Background: an optimization exercise with open tools, aiming at small area, a short achievable clock period and few clock cycles. Do not read the settings as production practice.
In this exercise RTL edits were held to simulation tests only and were not proved equivalent to the original.
Power and IR drop assume default switching activity.

==> design.v <==
module codex32_lagw (
    input  wire        clk,
    input  wire        rst,           
    input  wire        cmd_valid,
    output wire        cmd_ready,
    input  wire [15:0] cmd_word,
    input  wire        cmd_empty,     
    input  wire        in_valid,
    output wire        in_ready,
    input  wire [7:0]  in_data,
    input  wire        in_last,
    output wire        out_valid,
    input  wire        out_ready,
    output wire [7:0]  out_data,
    output wire        out_last,
    output wire [3:0]  out_status
);
    localparam [3:0] ST_OK       = 4'd0;
    localparam [3:0] ST_ILLEGAL  = 4'd1;
    localparam [3:0] ST_RANGE    = 4'd2;
    localparam [3:0] ST_BADFRAME = 4'd4;
    localparam [3:0] ST_DUP      = 4'd5;
    localparam [3:0] ST_TARGET   = 4'd6;
    localparam [3:0] ST_INVZERO  = 4'd7;
    localparam [1:0] OP_ILLEGAL = 2'd0;
    localparam [1:0] OP_GFMUL   = 2'd1;
    localparam [1:0] OP_GFINV   = 2'd2;
    localparam [1:0] OP_LAGW    = 2'd3;
    localparam [2:0] S_IDLE  = 3'd0;
    localparam [2:0] S_RECV  = 3'd1;
    localparam [2:0] S_CHECK = 3'd2;
    localparam [2:0] S_LN    = 3'd3;
    localparam [2:0] S_LM    = 3'd4;
    localparam [2:0] S_EMIT  = 3'd5;
    localparam [2:0] S_RESP  = 3'd6;
    reg  [4:0] mul_a, mul_b;
    reg  [8:0] mul_raw;
    reg  [4:0] mul_p;
    integer    mi;
    always @(*) begin
        mul_raw = 9'd0;
        for (mi = 0; mi < 5; mi = mi + 1)
            if (mul_b[mi]) mul_raw = mul_raw ^ ({4'd0, mul_a} << mi);
        for (mi = 8; mi >= 5; mi = mi - 1)
            if (mul_raw[mi]) mul_raw = mul_raw ^ (9'b000101001 << (mi - 5));
        mul_p = mul_raw[4:0];
    end
    reg  [4:0] inv_in, inv_out;
    always @(*) begin
        case (inv_in)
            5'd0:  inv_out = 5'd0;   5'd1:  inv_out = 5'd1;   5'd2:  inv_out = 5'd20;  5'd3:  inv_out = 5'd24;
            5'd4:  inv_out = 5'd10;  5'd5:  inv_out = 5'd8;   5'd6:  inv_out = 5'd12;  5'd7:  inv_out = 5'd29;
            5'd8:  inv_out = 5'd5;   5'd9:  inv_out = 5'd11;  5'd10: inv_out = 5'd4;   5'd11: inv_out = 5'd9;
            5'd12: inv_out = 5'd6;   5'd13: inv_out = 5'd28;  5'd14: inv_out = 5'd26;  5'd15: inv_out = 5'd31;
            5'd16: inv_out = 5'd22;  5'd17: inv_out = 5'd18;  5'd18: inv_out = 5'd17;  5'd19: inv_out = 5'd23;
            5'd20: inv_out = 5'd2;   5'd21: inv_out = 5'd25;  5'd22: inv_out = 5'd16;  5'd23: inv_out = 5'd19;
            5'd24: inv_out = 5'd3;   5'd25: inv_out = 5'd21;  5'd26: inv_out = 5'd14;  5'd27: inv_out = 5'd30;
            5'd28: inv_out = 5'd13;  5'd29: inv_out = 5'd7;   5'd30: inv_out = 5'd27;  default: inv_out = 5'd15;
        endcase
    end
    reg  [2:0]  state;
    reg  [1:0]  op;
    reg  [4:0]  opa;          
    reg  [4:0]  opb;          
    reg         bad;          
    reg         dup;          
    reg         hit;          
    reg  [31:0] seen;         
    reg  [4:0]  xs [0:30];    
    reg  [5:0]  kcnt;         
    reg  [4:0]  ln;           
    reg  [4:0]  lm;           
    reg  [4:0]  wi;           
    reg  [4:0]  wj;           
    reg  [4:0]  wt;           
    reg  [3:0]  ostatus;
    reg  [4:0]  odata;
    reg [1:0] dec_op;
    always @(*) begin
        if (cmd_word[15:10] == 6'b001000)
            dec_op = OP_GFMUL;
        else if (cmd_word[15:5] == 11'h180)
            dec_op = OP_GFINV;
        else if (cmd_word[15:5] == 11'h380)
            dec_op = OP_LAGW;
        else
            dec_op = OP_ILLEGAL;
    end
    wire [4:0] xi = xs[wi];
    wire [4:0] xj = xs[wj];
    wire [4:0] kk = kcnt[4:0];    
    always @(*) begin
        inv_in = opa;
        mul_a  = opa;
        mul_b  = opb;
        case (state)
            S_LN: begin
                mul_a = ln;
                mul_b = xi ^ opa;
            end
            S_LM: begin
                mul_a = lm;
                mul_b = (wi == wj) ? (opa ^ xj) : (xi ^ xj);
            end
            S_EMIT: begin
                inv_in = lm;
                mul_a  = ln;
                mul_b  = inv_out;
            end
            default: ;
        endcase
    end
    assign cmd_ready  = (state == S_IDLE);
    assign in_ready   = (state == S_RECV);
    assign out_valid  = (state == S_RESP);
    assign out_data   = {3'b000, odata};
    assign out_status = ostatus;
    assign out_last   = (ostatus != ST_OK) || (op != OP_LAGW) || (wi == kk - 5'd1);
    wire cmd_fire = cmd_valid && cmd_ready;
    wire in_fire  = in_valid  && in_ready;
    wire out_fire = out_valid && out_ready;
    integer k;
    always @(posedge clk) begin
        if (rst) begin
            state   <= S_IDLE;
            op      <= OP_ILLEGAL;
            opa     <= 5'd0;
            opb     <= 5'd0;
            bad     <= 1'b0;
            dup     <= 1'b0;
            hit     <= 1'b0;
            seen    <= 32'd0;
            kcnt    <= 6'd0;
            ln      <= 5'd0;
            lm      <= 5'd0;
            wi      <= 5'd0;
            wj      <= 5'd0;
            wt      <= 5'd0;
            ostatus <= ST_OK;
            odata   <= 5'd0;
            for (k = 0; k < 31; k = k + 1)
                xs[k] <= 5'd0;
        end else begin
            case (state)
                S_IDLE: begin
                    if (cmd_fire) begin
                        op    <= dec_op;
                        opa   <= cmd_word[4:0];
                        opb   <= cmd_word[9:5];
                        bad   <= 1'b0;
                        dup   <= 1'b0;
                        hit   <= 1'b0;
                        seen  <= 32'd0;
                        kcnt  <= 6'd0;
                        state <= cmd_empty ? S_CHECK : S_RECV;
                    end
                end
                S_RECV: begin
                    if (in_fire) begin
                        if (in_data[7:5] != 3'b000)
                            bad <= 1'b1;
                        if (seen[in_data[4:0]])
                            dup <= 1'b1;
                        if (in_data[4:0] == opa)
                            hit <= 1'b1;
                        seen[in_data[4:0]] <= 1'b1;
                        if (kcnt < 6'd31)
                            xs[kcnt[4:0]] <= in_data[4:0];
                        if (kcnt != 6'd32)
                            kcnt <= kcnt + 6'd1;
                        if (in_last)
                            state <= S_CHECK;
                    end
                end
                S_CHECK: begin
                    odata <= 5'd0;
                    wi    <= 5'd0;
                    wj    <= 5'd0;
                    ln    <= 5'd1;
                    state <= S_RESP;
                    case (op)
                        OP_ILLEGAL: ostatus <= ST_ILLEGAL;
                        OP_GFMUL: begin
                            if (kcnt != 6'd0) ostatus <= ST_BADFRAME;
                            else begin
                                ostatus <= ST_OK;
                                odata   <= mul_p;
                            end
                        end
                        OP_GFINV: begin
                            if (kcnt != 6'd0)      ostatus <= ST_BADFRAME;
                            else if (opa == 5'd0)  ostatus <= ST_INVZERO;
                            else begin
                                ostatus <= ST_OK;
                                odata   <= inv_out;
                            end
                        end
                        default: begin  
                            if (kcnt == 6'd0)  ostatus <= ST_BADFRAME;
                            else if (bad)      ostatus <= ST_RANGE;
                            else if (dup)      ostatus <= ST_DUP;
                            else if (hit)      ostatus <= ST_TARGET;
                            else begin
                                ostatus <= ST_OK;
                                state   <= S_LN;
                            end
                        end
                    endcase
                end
                S_LN: begin
                    ln <= mul_p;
                    if (wi == kk - 5'd1) begin
                        wi    <= 5'd0;
                        wj    <= 5'd0;
                        lm    <= 5'd1;
                        state <= S_LM;
                    end else begin
                        wi <= wi + 5'd1;
                    end
                end
                S_LM: begin
                    lm <= mul_p;
                    if (wj == kk - 5'd1)
                        state <= S_EMIT;
                    else
                        wj <= wj + 5'd1;
                end
                S_EMIT: begin
                    odata <= mul_p;           
                    state <= S_RESP;
                end
                S_RESP: begin
                    if (out_fire) begin
                        if (out_last) begin
                            state <= S_IDLE;
                        end else begin
                            wi    <= wi + 5'd1;
                            wj    <= 5'd0;
                            lm    <= 5'd1;
                            state <= S_LM;
                        end
                    end
                end
                default: state <= S_IDLE;
            endcase
        end
    end
endmodule
==> run.sh <==
#!/bin/bash
# synth_recipe.tcl (not shown) runs the flow's synth.tcl, then flattens the netlist and writes it again
# the make line also repeats each setting of config.mk as NAME=value (left out here)
make -C /OpenROAD-flow-scripts/flow DESIGN_CONFIG=/design/flow/config.mk WORK_HOME=/design/flow/orfs CLKGATE_MAP_FILE= SYNTH_SCRIPT=/design/flow/synth_recipe.tcl finish
==> config.mk <==
export PLATFORM = sky130hd
export DESIGN_NAME = codex32_lagw
export DESIGN_NICKNAME = codex32_lagw
export VERILOG_FILES = /design/flow/design.v
export SDC_FILE = /design/flow/constraint.sdc
export NUM_CORES = 4
export LEC_CHECK = 0
export CAP_MARGIN = 20
export CORE_MARGIN = 2
export CORE_UTILIZATION = 40
export SLEW_MARGIN = 20
==> constraint.sdc <==
create_clock -name core_clock -period 5.0 [get_ports {clk}]
set_input_delay 1.0000 -clock core_clock [delete_from_list [all_inputs] [get_ports {clk}]]
set_output_delay 1.0000 -clock core_clock [all_outputs]
set_load 0.01 [all_outputs]
==> notes.md <==
==> power breakdown <==
part           total (uW)  switching [uW]  internal (uW)
Combinational        2050            1220            830
Clock                2060             902           1150
Sequential           2530             173           2350
Total                6630            2300           4340
==> state kept, by name, indices dropped and copies added (netlist names), named ones only <==
signal   cells
bad          1
dup          1
hit          1
kcnt         6
lm           5
ln           5
odata        5
op           2
opa          5
opb          5
ostatus      3
seen        32
state        3
wi           5
wj           5
xs         160
==> worst max-delay path, cell delays in order (launching register included) <==
cell and delay [ns]:
dfxtp_1 0.57, and3b_1 0.26, mux2i_2 0.42, inv_1 0.16
ha_1 0.27, mux2i_1 0.16, mux2i_1 0.09, a2bb2oi_1 0.27
nor3_1 0.08, a221oi_1 0.41, o31ai_1 0.21, a21oi_1 0.40
mux2i_1 0.26, o22ai_1 0.13, xnor2_2 0.22, or4b_1 0.52
o211ai_1 0.10
==> layer usage <==
layer	global-route usage, %	up-vias	routed length [um]
li1	-	5055	-
met1	30.6	5511	17900
met2	35.3	484	19600
met3	3.61	100	3320
met4	7.97	0	1600
met5	0	-	0
==> worst paths after layout <==
check                 from  endpoint  slack, ns  cells past startpoint
setup / recovery  state[1]     lm[4]       0.40                     16
hold reg to reg    seen[6]   seen[6]       0.46                      2
setup reg to reg  state[1]     lm[4]       0.40                     16
hold / removal     seen[6]   seen[6]       0.46                      2
==> metrics by stage <==
stage | cells | hold slack [ns] | area, um^2
finish | 1858 | 0.463 | 16500
floorplan | 1371 | 0.431 | 14800
CTS | 1858 | 0.468 | 16500
global route | 1858 | 0.496 | 16500
global placement | 1804 | 0.443 | 15600
detailed placement | 1804 | 0.454 | 15600
==> cells in the mapped netlist, types with 5 or more instances <==
cell type / number
a211oi_1: 5
a21oi_1: 53
a22oi_1: 26
a31oi_1: 27
a32o_1: 5
and2_1: 99
buf_1: 13
buf_2: 9
buf_4: 5
clkbuf_1: 79
dfxtp_1: 94
edfxtp_1: 160
ha_1: 21
inv_1: 26
mux2_2: 8
mux2i_1: 63
mux4_2: 83
nand2_1: 80
nand2b_1: 13
nand3_1: 23
nand3b_1: 5
nand4_1: 7
nor2_1: 150
nor2b_1: 9
nor3_1: 81
o211ai_1: 9
o21ai_0: 52
o221ai_1: 5
o22ai_1: 12
o31ai_1: 5
xnor2_1: 29
xor2_1: 35
==> layout make-up <==
class | instances | area share, %
multi-input combinational | 979 | 45.4
sequential | 254 | 40.6
clock buffer | 33 | 4.62
timing repair buffer | 76 | 4.25
tap | 468 | 3.55
clock inverter | 21 | 0.942
inverter | 27 | 0.615
==> timing repair <==
item	4_1_cts	5_1_grt
endpoints found under the setup margin	0	12
resized for setup	0	4
hold endpoints to repair	0	0
==> cell families (layout without fill, tap and decap cells) <==
logic type	count (synthesis)	count (layout)
AOI/OAI and AO/OA	229	229
xor gates and xnor gates	69	69
adders and majority gates	21	21
buffers and inverters	138	157
DFF	254	254
muxes	154	154
other	1	9
and+or+nand+nor	497	497
==> impl_metrics.csv <==
group,metric,value,unit
cells_and_area,regArea,0.00669,mm^2
synth,yosys.area_share.simple,16.7,%
routing,num_vias,11200,
synth,synth-seq-cells,254,
cells_and_area,fillers,3391,
synth,ys_warn_count,1,
synth,synth_top_area_share,32.6,%
clock_tree,clkLatencyLatePin,0.57,ns
clock_tree,cts_setup_buffers,0,
clock_tree,clk_pin_slew,0.06,ns
clock_tree,cts_buffer_depth,3,
run_status,outcome,"complete, no violations",
synth,synth_enable_flop_cells,160,
routing,drtIter0Drc,1018,
grt,overflow,0,
power_and_ir_drop,leakage,0.00563,uW
grt,track_usage,22.1,%
routing,wl_per_cell,22.8,um
synth,synthXorXnorAreaFrac,4.54,%
synth,synthFlopType,"edfxtp_1",
clock_tree,cts_tree,"yes",
place,hpwlAfterDp,29.8,mm
worst_setup_path,required,5.48,ns
floorplanning,dieHeight,196,um
timing,finalSetupTns,0,ns
timing,tightest_slew,1.08,ns
clock_tree,cts_made_buffers,29,
timing,slew_violations,0,
routing,drc,0,
timing,fin_skew,0.0127,ns
worst_setup_path,cp.arrival,5.09,ns
grt,grt_pass1_vias,10900,
timing,setup_ws,0.400,ns
synth,ys_types,73,
grt,grt_max_degree,42,
cells_and_area,mostFrequentLayoutCells,"edfxtp_1 (160), nor2_1 (150), and2_1 (99)",
floorplanning,die_area,0.0384,mm^2
synth,syn_inst,1363,
floorplanning,die_x,196,um
timing,maxSlewHeadroom,27.7,%
synth,seq_area_frac_synth,45.4,%
clock_tree,cts_root_buffer,"clkbuf_16",
clock_tree,cts.sinks,254,
synth,syn_area,0.0147,mm^2
synth,async_flop_share,0,%
floorplanning,initial_utilization,40.4,%
timing,final-setup-viol-count,0,
cells_and_area,num_antenna_cells,0,
worst_setup_path,criticalPathCategory,"register to register",
worst_hold_path,hp-class,"register to register",
cells_and_area,layout_commonest_cell,"edfxtp_1",
synth,yosys-top-cells-area,"edfxtp_1 (33%), dfxtp_1 (13%), mux4_2 (13%)",
grt,antenna_found_initial,1,
cells_and_area,areaGrowthSynthToFinish,11.9,%
power_and_ir_drop,max-vdd-ir-drop,0.000276,V
worst_setup_path,end_kind,"register",
synth,synth_compound_area_share,9.95,%
timing,timing.final.crit_share,92.0,%
grt,grt_pass1_wl,65.7,mm
floorplanning,rows,70,
clock_tree,cts_hold_buffers,0,
timing,timing.final.crit_period,4.60,ns
place,dp_slack,0.271,ns
worst_setup_path,start_kind,"register",
timing,finalHoldViolCount,0,
timing,fmax,217,MHz
timing,rsz0062_at_grt,"false",
clock_tree,htree_levels,1,
cells_and_area,finalNetCount,1419,
worst_setup_path,crit_path_max_fanout,15,
flow_run,maxCapViolations,0,
synth,synthAdderAreaFrac,1.78,%
routing,ant_nets,0,
synth,synth_top_family_by_area,"multiplexers",
cells_and_area,layout-drive-gt1-share,13.5,%
place,gp_congestion,0.911,
routing,dr.pass1.iters,5,
cells_and_area,multi_input_area,0.00748,mm^2
cells_and_area,final_util,45.2,%
synth,postSynthAreaPerCell,10.8,um^2
power_and_ir_drop,power_per_cell_area,402,mW/mm^2
synth,yosys-mux-area-fraction,17.6,%
routing,vias_per_cell,6.00,
floorplanning,io_pins,47,
place,io_buffer_count,42,
power_and_ir_drop,finalPower,6630,uW
floorplanning,coreArea,0.0364,mm^2
synth,synth_top_area_cell,"edfxtp_1",
routing,wl,42.4,mm
Testbench counts, summed over its fixed seeds: cycles 40,199.

static timing again, ports no longer ideal:
How much do the figures lean on ideal ports? The routed layout below was timed once more, with nothing changed but the port constraints.
Step 1 sets driving cells, clkbuf_16 on the clock port and buf_2 on the other inputs (assumed; they add their load-dependent delay and slew).
Step 2, shift: input delay + t, output delay - t, t = (earliest + latest rising clock arrival at the registers) / 2. This alone moves slack from input paths to output paths.
a / b / c = ideal ports / drivers / drivers and shift; a / b = the first two.
t, ns: 0.619
setup slack, ns: 0.400 / 0.400 / 0.400
hold slack, ns: 0.463 / 0.463 / 0.463
After both steps this run still meets setup and hold. The setup slack of this run moves by 0.000 ns with the drivers and by 0.000 ns with both steps.
